Context: an optimization exercise on an open-source flow, tuned for a short achievable clock period. The choices shown serve that exercise and are no tape-out recipe. Where RTL was checked, it was by simulation tests only, not by an equivalence proof against the original. The flow treats the clock pin as an ideal source. Dropping or thinning the clock tree relies on that and would not hold on a real chip. Power figures rest on the tool's default switching activity, not on a simulated workload.

== old ==
Design ts0710_codec, start of the top module:
module ts0710_codec (
    input  wire        clk,
    input  wire        rst,           
    input  wire        compat,        
    input  wire        stat_clr,      
    input  wire        rx_valid,
    input  wire [7:0]  rx_data,
    input  wire        rx_flush,      
    output wire        rx_code_valid,
    output wire [3:0]  rx_code,
    output wire [7:0]  frm_addr,
    output wire [7:0]  frm_ctrl,
    output wire [15:0] frm_len,
    output wire [7:0]  frm_fcs,
    output wire        pay_valid,
    output wire [7:0]  pay_data,
    output wire        in_frame,
    output wire [15:0] acc_len,
    input  wire        tx_start,
    input  wire [7:0]  tx_addr,
    input  wire [7:0]  tx_ctrl,
    input  wire [15:0] tx_len,
    output wire        tx_ready,
    input  wire        tx_pl_valid,
    input  wire [7:0]  tx_pl_data,
    output wire        tx_pl_ready,
    output wire        tx_valid,
    output wire [7:0]  tx_data,
    output reg  [31:0] cnt_ok,
    output reg  [31:0] cnt_framing,
    output reg  [31:0] cnt_checksum,
    output reg  [31:0] cnt_overflow,
    output reg  [3:0]  err_flags      
);
For scale: ~1700 cells after synthesis, roughly 0.016 mm^2 of cells after synthesis.
export LEC_CHECK = 0
export ABC_CLOCK_PERIOD_IN_PS = 1800
export CAP_MARGIN = 20
export CORE_MARGIN = 2
export CORE_UTILIZATION = 40
export SETUP_SLACK_MARGIN = 3.6
export SLEW_MARGIN = 20
export TNS_END_PERCENT = 100
create_clock -name core_clock -period 5.5 [get_ports {clk}]
run.sh (not shown) runs the stock make flow with config.mk's settings and CLKGATE_MAP_FILE= SYNTH_SCRIPT=/design/flow/synth_recipe.tcl, a recipe that flattens the netlist after the stock synthesis.
What new does differently from old at the input level:
Settings: clearing TNS_END_PERCENT, which used to be 100; clearing SETUP_SLACK_MARGIN, which used to be 3.6; clearing ABC_CLOCK_PERIOD_IN_PS, which used to be 1800.
Findings:
The flow did not stop early for new: all stages ran, and the layout cleared the timing, design-rule and antenna checks.
Wire length per cell ended up about 7% lower on new than on old.
Going from old to new, combinational cell fraction of total power shrinks by 0.8 points.
Between new and old, portion of the layout cell area used by non-clock buffers is lower for new, old comes in above that.
Part of the cycle the worst path needs for new: 18 points up relative to old
Of the two candidates, old has the better register-to-register slack and new the worse one.
new: total clock network power 8.0% below old
Weighted congestion at the end of routability-driven global placement (lower): new
Compared with old, new shows power drawn by the combinational cells lower by 20%.
A timing startpoint of the critical path of rx_data[0] is what new shows, while u_rx.code[2] belongs to old.
Between new and old, the reported max-cap violation count does not differ in any meaningful way.
Function was not checked in any run of this note: the RTL went through the layout flow alone.

---

rev 12:
ts0710_codec, a different RTL version from the one above (not shown whole).
Size in the first run: about 1600 cells after synthesis, about 400 flip-flops, ~270 I/O pins, about 0.017 mm^2 of cells after synthesis.
make LEC_CHECK=0 ABC_CLOCK_PERIOD_IN_PS=1800 CAP_MARGIN=20 CORE_MARGIN=2 CORE_UTILIZATION=65 SETUP_SLACK_MARGIN=3.6 SLEW_MARGIN=20 TNS_END_PERCENT=100 finish   # period 5.5 ns
Rev 12: aborted in global routing (5_1_grt) (tool error)
Setup changes, rev 12 to rev 13
# rev 12
export LEC_CHECK = 0
export ABC_CLOCK_PERIOD_IN_PS = 1800
export CAP_MARGIN = 20
export CORE_MARGIN = 2
export CORE_UTILIZATION = 65
export SETUP_SLACK_MARGIN = 3.6
export SLEW_MARGIN = 20
export TNS_END_PERCENT = 100
create_clock -name core_clock -period 5.5 [get_ports {clk}]
# rev 13
export LEC_CHECK = 0
export ABC_CLOCK_PERIOD_IN_PS = 1800
export CAP_MARGIN = 20
export CORE_MARGIN = 2
export CORE_UTILIZATION = 40
export SETUP_SLACK_MARGIN = 3.6
export SLEW_MARGIN = 20
export TNS_END_PERCENT = 100
create_clock -name core_clock -period 5.5 [get_ports {clk}]
==> run notes <==
Synthesized-area fraction occupied by adder cells came out exactly the same in rev 12 and rev 13.
As far as sequential-to-total area share from yosys stat is concerned, rev 12 and rev 13 perform about the same.
Rev 13 went all the way through the flow, and no timing, DRC or antenna check failed.
Compared with rev 12, in rev 13 area after detailed placement has increased, die width grew by about 27%, count of different cell masters after synthesis did not really move.
Comparing rev 12 against rev 13, there is no change at all in share of flip-flops with an asynchronous set or reset after synthesis.
The run showing the smaller weighted congestion reported at the end of routability-driven placement is rev 13.
In the tables for rev 12 and rev 13, pre-CTS worst setup slack reads higher with rev 12.
Diff rev 12..rev 13 | cell count after synthesis | unchanged
Against rev 12, rev 13 comes in about 10% higher on total half-perimeter wirelength after legalization and detailed placement.
No functional check of the RTL was part of any run of this note.

---

== before ==
Another version of the RTL of ts0710_codec (not shown whole).
Size: ~2200 cells after synthesis, about 540 flip-flops, ~23000 sq um of cells after synthesis.
Design ts0710_codec, start of the top module:
module ts0710_codec (
    input  wire        clk,
    input  wire        rst,           
    input  wire        compat,        
    input  wire        stat_clr,      
    input  wire        rx_valid,
    input  wire [7:0]  rx_data,
    input  wire        rx_flush,      
    output wire        rx_code_valid,
    output wire [3:0]  rx_code,
    output wire [7:0]  frm_addr,
    output wire [7:0]  frm_ctrl,
    output wire [15:0] frm_len,
    output wire [7:0]  frm_fcs,
    output wire        pay_valid,
    output wire [7:0]  pay_data,
    output wire        in_frame,
    output wire [15:0] acc_len,
    input  wire        tx_start,
    input  wire [7:0]  tx_addr,
    input  wire [7:0]  tx_ctrl,
    input  wire [15:0] tx_len,
    output wire        tx_ready,
    input  wire        tx_pl_valid,
    input  wire [7:0]  tx_pl_data,
    output wire        tx_pl_ready,
    output wire        tx_valid,
    output wire [7:0]  tx_data,
    output reg  [31:0] cnt_ok,
    output reg  [31:0] cnt_framing,
    output reg  [31:0] cnt_checksum,
    output reg  [31:0] cnt_overflow,
    output reg  [3:0]  err_flags      
);
clock: 5.5 ns
lec_check: 0
abc_clock_period_in_ps: 1000
cap_margin: 20
core_margin: 2
core_utilization: 40
setup_slack_margin: 4.0
slew_margin: 20
synth_hierarchical: 1
synth_minimum_keep_size: 0
tns_end_percent: 100
standard.sh (not shown) runs the stock make flow with config.mk's settings and CLKGATE_MAP_FILE= SYNTH_SCRIPT=/design/flow/synth_recipe.tcl, a recipe that flattens the netlist after the stock synthesis.
==> flow/flow/run.sh <==
#!/bin/bash
# Layout flow: the standard ORFS flow, with the clock tree built by
# flow/cts_tree.tcl (a balanced two-stage buffer tree) in place of TritonCTS.
set -euo pipefail
here=$(pwd)
export PRE_CTS_TCL="$here/flow/cts_tree.tcl"
bash standard.sh > "$here/standard_flow.log" 2>&1
Other scripts of this flow, unchanged in this note and not shown: flow/flow/cts_tree.tcl
In summary, before completed successfully, with a layout that passed the timing, design-rule and antenna checks.
Input-level comparison between after and before:
diff --git a/flow/config.mk b/flow/config.mk
--- a/flow/config.mk
+++ b/flow/config.mk
@@ -10,5 +10,5 @@
 export CORE_MARGIN = 2
 export CORE_UTILIZATION = 40
-export SETUP_SLACK_MARGIN = 4.0
+export SETUP_SLACK_MARGIN = 3.6
 export SLEW_MARGIN = 20
 export SYNTH_HIERARCHICAL = 1
## What came out
- For the cell-internal power, after came in 2.5% lower than before did.
- Sort after and before by overall routed net length desc -> top: before
- The higher proportion of cell area occupied by registers of after and before is in after.
- after: PASS, flow complete, no timing, DRC or antenna violations
- Between after and before, met2 layer wire length in the routed design is lower for after, before comes in above that.
- Looking at number of optimization iterations in the first detailed-route pass, after sits below before.
- Compared with before, after shows a lower met1 demand-to-capacity share in global routing.
No run of this note takes its clock network from TritonCTS; it comes from the design's own scripts or RTL.

---

== run 1 ==
ts0710_codec, a different RTL version from the one above (not shown whole).
clock: 5.5 ns
lec_check: 0
abc_clock_period_in_ps: 1000
cap_margin: 20
core_margin: 2
core_utilization: 40
setup_slack_margin: 3.6
slew_margin: 20
synth_hierarchical: 1
synth_minimum_keep_size: 0
tns_end_percent: 100
==> flow/flow/cts_tree.tcl <==
# Sourced by ORFS's cts.tcl before clock_tree_synthesis (PRE_CTS_TCL).
# Replaces TritonCTS with a balanced two-stage clock tree: the clock port
# feeds a few root buffers, one per group of sinks, and each root buffer
# feeds leaf buffers that each drive a tight cluster of flip-flops. Every
# flip-flop sees the same number of buffer stages.

set ::ct_buf   sky130_fd_sc_hd__clkbuf_16
set ::ct_roots 4
set ::ct_leaf_size 16

proc ct_kmeans { pts k iters } {
  # pts: list of {x y item}; returns a list of k lists of points
  set n [llength $pts]
  if { $k >= $n } {
    set out {}
    foreach p $pts { lappend out [list $p] }
    return $out
  }
  # seed centres with points spread along the sorted x+y order
  set sorted [lsort -real -index 0 [lmap p $pts { list [expr {[lindex $p 0] + [lindex $p 1]}] $p }]]
  set cs {}
  for { set i 0 } { $i < $k } { incr i } {
    set p [lindex [lindex $sorted [expr {int(($i + 0.5) * $n / $k)}]] 1]
    lappend cs [list [lindex $p 0] [lindex $p 1]]
  }
  # cap on cluster size so no leaf is overloaded
  set cap [expr {int(ceil(double($n) / $k * 1.15))}]
  for { set it 0 } { $it < $iters } { incr it } {
    # assign points, nearest centre first, respecting the cap
    set pairs {}
    set pi 0
    foreach p $pts {
      set ci 0
      foreach c $cs {
        set d [expr {abs([lindex $p 0] - [lindex $c 0]) + abs([lindex $p 1] - [lindex $c 1])}]
        lappend pairs [list $d $pi $ci]
        incr ci
      }
      incr pi
    }
    set pairs [lsort -real -index 0 $pairs]
    set assigned [lrepeat $n -1]
    set counts [lrepeat $k 0]
    foreach pr $pairs {
      lassign $pr d pi ci
      if { [lindex $assigned $pi] >= 0 } { continue }
      if { [lindex $counts $ci] >= $cap } { continue }
      lset assigned $pi $ci
      lset counts $ci [expr {[lindex $counts $ci] + 1}]
    }
    set groups [lrepeat $k {}]
    set pi 0
    foreach p $pts {
      set ci [lindex $assigned $pi]
      lset groups $ci [concat [lindex $groups $ci] [list $p]]
      incr pi
    }
    set ncs {}
    set ci 0
    foreach g $groups {
      if { [llength $g] == 0 } {
        lappend ncs [lindex $cs $ci]
      } else {
        set sx 0.0; set sy 0.0
        foreach p $g { set sx [expr {$sx + [lindex $p 0]}]; set sy [expr {$sy + [lindex $p 1]}] }
        lappend ncs [list [expr {$sx / [llength $g]}] [expr {$sy / [llength $g]}]]
      }
      incr ci
    }
    set cs $ncs
  }
  set out {}
  foreach g $groups { if { [llength $g] > 0 } { lappend out $g } }
  return $out
}

proc ct_centre { g } {
  set sx 0.0; set sy 0.0
  foreach p $g { set sx [expr {$sx + [lindex $p 0]}]; set sy [expr {$sy + [lindex $p 1]}] }
  return [list [expr {int($sx / [llength $g])}] [expr {int($sy / [llength $g])}]]
}

proc ct_place_buf { block master name xy } {
  set inst [odb::dbInst_create $block $master $name]
  # keep the buffer inside the core
  set core [$block getCoreArea]
  set x [expr {max([$core xMin], min([lindex $xy 0], [$core xMax] - [$master getWidth]))}]
  set y [expr {max([$core yMin], min([lindex $xy 1], [$core yMax] - [$master getHeight]))}]
  $inst setLocation $x $y
  $inst setPlacementStatus PLACED
  return $inst
}

proc ct_build {} {
  set db [ord::get_db]
  set block [ord::get_db_block]
  set master [$db findMaster $::ct_buf]
  set clk_port [$block findBTerm clk]
  set clk_net [$clk_port getNet]

  # sinks: every instance pin on the clock net
  set pts {}
  foreach it [$clk_net getITerms] {
    set inst [$it getInst]
    set loc [$inst getLocation]
    lappend pts [list [lindex $loc 0] [lindex $loc 1] $it]
  }
  set nsinks [llength $pts]
  puts "ct: $nsinks sinks"

  set groups [ct_kmeans $pts $::ct_roots 30]
  set ri 0
  foreach g $groups {
    set nleaf [expr {int(ceil(double([llength $g]) / $::ct_leaf_size))}]
    set leaves [ct_kmeans $g $nleaf 30]
    set root [ct_place_buf $block $master "ctroot_$ri" [ct_centre $g]]
    set rnet [odb::dbNet_create $block "ct_rootnet_$ri"]
    $rnet setSigType CLOCK
    [$root findITerm X] connect $rnet
    [$root findITerm A] connect $clk_net
    set li 0
    foreach lg $leaves {
      set leaf [ct_place_buf $block $master "ctleaf_${ri}_$li" [ct_centre $lg]]
      set lnet [odb::dbNet_create $block "ct_leafnet_${ri}_$li"]
      $lnet setSigType CLOCK
      [$leaf findITerm A] connect $rnet
      [$leaf findITerm X] connect $lnet
      foreach p $lg {
        set it [lindex $p 2]
        $it disconnect
        $it connect $lnet
      }
      puts "ct: root $ri leaf $li drives [llength $lg] sinks"
      incr li
    }
    incr ri
  }
  $clk_net setSigType CLOCK
}

if { [info commands ct_orig_cts] eq "" } {
  rename clock_tree_synthesis ct_orig_cts
}
proc clock_tree_synthesis { args } {
  puts "ct: custom two-stage clock tree instead of clock_tree_synthesis $args"
  ct_build
}
Scripts as last shown in full above: flow/flow/run.sh
#### Input delta (run 2 over run 1)
- CORE_UTILIZATION now 50, was 40
==> comparison <==
[compare] base=run 1 new=run 2: number of distinct library cells after synthesis about even, arrival time of data at the critical path endpoint rose 0.02 ns, via count about even, first-iteration DRC count rose 292, simple-gate share of the synthesized area about even. For the via count normalized by instance count, run 2 came in 0.21 higher than run 1 did. In the metrics for run 2 and run 1, the one carrying the lower fraction of layout cells with a size suffix above 1 is run 2. Run 2 vs run 1 on post-route worst setup slack: run 2 is the lower one.
For run 3, these inputs were changed with respect to run 2:
- CORE_UTILIZATION: 50 -> 40
-- flow/flow/run.sh --
<<< run 2, line 3
# flow/cts_tree.tcl (a balanced two-stage buffer tree) in place of TritonCTS.
>>> run 3, line 3
# flow/cts_tree.tcl (a balanced tree of two inverting stages) in place of TritonCTS.
-- flow/flow/cts_tree.tcl --
<<< run 2, line 3
# feeds a few root buffers, one per group of sinks, and each root buffer
# feeds leaf buffers that each drive a tight cluster of flip-flops. Every
# flip-flop sees the same number of buffer stages.
>>> run 3, line 3
# feeds a few root inverters, one per group of sinks, and each root
# inverter feeds leaf inverters that each drive a tight cluster of
# flip-flops. Every flip-flop sees the same two inverting stages, so the
# clock keeps its sense.
<<< run 2, line 7
set ::ct_buf   sky130_fd_sc_hd__clkbuf_16
>>> run 3, line 8
set ::ct_root_cell sky130_fd_sc_hd__clkinv_16
set ::ct_leaf_cell sky130_fd_sc_hd__clkinv_8
<<< run 2, line 97
  set master [$db findMaster $::ct_buf]
>>> run 3, line 99
  set rmaster [$db findMaster $::ct_root_cell]
  set lmaster [$db findMaster $::ct_leaf_cell]
<<< run 2, line 116
    set root [ct_place_buf $block $master "ctroot_$ri" [ct_centre $g]]
>>> run 3, line 119
    set root [ct_place_buf $block $rmaster "ctroot_$ri" [ct_centre $g]]
<<< run 2, line 119
    [$root findITerm X] connect $rnet
>>> run 3, line 122
    [$root findITerm Y] connect $rnet
<<< run 2, line 123
      set leaf [ct_place_buf $block $master "ctleaf_${ri}_$li" [ct_centre $lg]]
>>> run 3, line 126
      set leaf [ct_place_buf $block $lmaster "ctleaf_${ri}_$li" [ct_centre $lg]]
<<< run 2, line 127
      [$leaf findITerm X] connect $lnet
>>> run 3, line 130
      [$leaf findITerm Y] connect $lnet
--- outcome ---
- Area overhead of the layout relative to synthesis: run 3 vs run 2 down 3.4 points
- Route | run 3 vs run 2 | wire shorter in run 3
- When run 3 is set beside run 2, its met3 capacity usage during global routing turns out to be 0.34 points smaller.
- Going from run 2 to run 3, final area fell by 2.7%; area of the die picked up an extra 25%; critical path depth now sits higher.
No run of this note takes its clock network from TritonCTS; it comes from the design's own scripts or RTL.

---

Setup of job 101:
ts0710_codec, a different RTL version from the one above (not shown whole).
For scale: ~1700 cells after synthesis, ~270 I/O pins, about 0.017 mm^2 of cells after synthesis.
clock: 5.5 ns
lec_check: 0
abc_clock_period_in_ps: 1000
cap_margin: 20
core_margin: 2
core_utilization: 40
setup_slack_margin: 3.8
slew_margin: 20
tns_end_percent: 100
run.sh (not shown) runs the stock make flow with config.mk's settings and CLKGATE_MAP_FILE= SYNTH_SCRIPT=/design/flow/synth_recipe.tcl, a recipe that flattens the netlist after the stock synthesis.
Stock flow here: none of the scripts above is used.
The following lists how job 102 was set up differently from job 101:
--- a/flow/config.mk
+++ b/flow/config.mk
@@ -8 +8 @@
-export ABC_CLOCK_PERIOD_IN_PS = 1000
+export ABC_CLOCK_PERIOD_IN_PS = 1800
@@ -12 +12 @@
-export SETUP_SLACK_MARGIN = 3.8
+export SETUP_SLACK_MARGIN = 3.6
Results
Job 102 ended with every stage complete and zero timing, DRC or antenna violations. Compared with job 101, job 102 shows routability congestion estimate that has gone up by a few percent. On sequential cell area, job 101 and job 102 are basically level. The lower final-layout fill cell count of job 101 and job 102 is in job 101. Setup slack of the critical path after layout essentially unchanged between job 102 and job 101. Between job 101 and job 102, the cell count went down. Leakage component of the power: job 102 < job 101. Delta (job 102 minus job 101): met2 layer usage reported by global route about even, area of the multi-input gates fell about 11%, floorplan row count about even, share of the clock period used by the worst path after layout about even.

[static timing again, ports no longer ideal]
The results above use ideal ports. As a check the final layouts listed here were re-extracted and re-timed, cells and wires unchanged.
Step 1 assumes that a clkbuf_16 drives the clock port and a buf_2 every other input.
Step 2 times the ports against the registers' clock, not the clock port: input delays grow and output delays shrink by t, the midpoint of the rising clock arrivals with the driver on.
Slacks: no drivers / after step 1 / after step 2; pairs: no drivers / after step 1.
| run | shift t [ns] | setup WS [ns] | clock arrival spread, ns | slew at the worst register clock pin (ns) |
|---|---|---|---|---|
| old | 0.609 | 2.980 / 2.980 / 2.688 | 0.035 / 0.035 | 0.07 / 0.07 |
| new | 0.599 | 1.971 / 2.003 / 1.404 | 0.017 / 0.017 | 0.06 / 0.06 |
| rev 13 | 0.621 | 3.185 / 3.185 / 2.892 | 0.031 / 0.031 | 0.06 / 0.06 |
| before | 0.477 | 3.349 / 3.242 / 2.765 | 0.063 / 0.062 | 0.10 / 0.10 |
| after | 0.488 | 3.401 / 3.346 / 2.872 | 0.053 / 0.053 | 0.10 / 0.10 |
| run 1 | 0.503 | 3.507 / 3.381 / 3.036 | 0.053 / 0.052 | 0.08 / 0.08 |
| run 2 | 0.506 | 3.486 / 3.357 / 3.016 | 0.030 / 0.030 | 0.08 / 0.08 |
| run 3 | 0.516 | 3.484 / 3.355 / 3.022 | 0.070 / 0.071 | 0.09 / 0.09 |
| job 101 | 0.626 | 3.341 / 3.283 / 3.020 | 0.024 / 0.024 | 0.06 / 0.06 |
| job 102 | 0.638 | 3.343 / 3.288 / 2.916 | 0.024 / 0.024 | 0.06 / 0.06 |
After both steps every run listed still meets setup and hold. For before, which loses most, drivers alone change the setup slack by -0.107 ns; drivers and shift together by -0.584 ns.
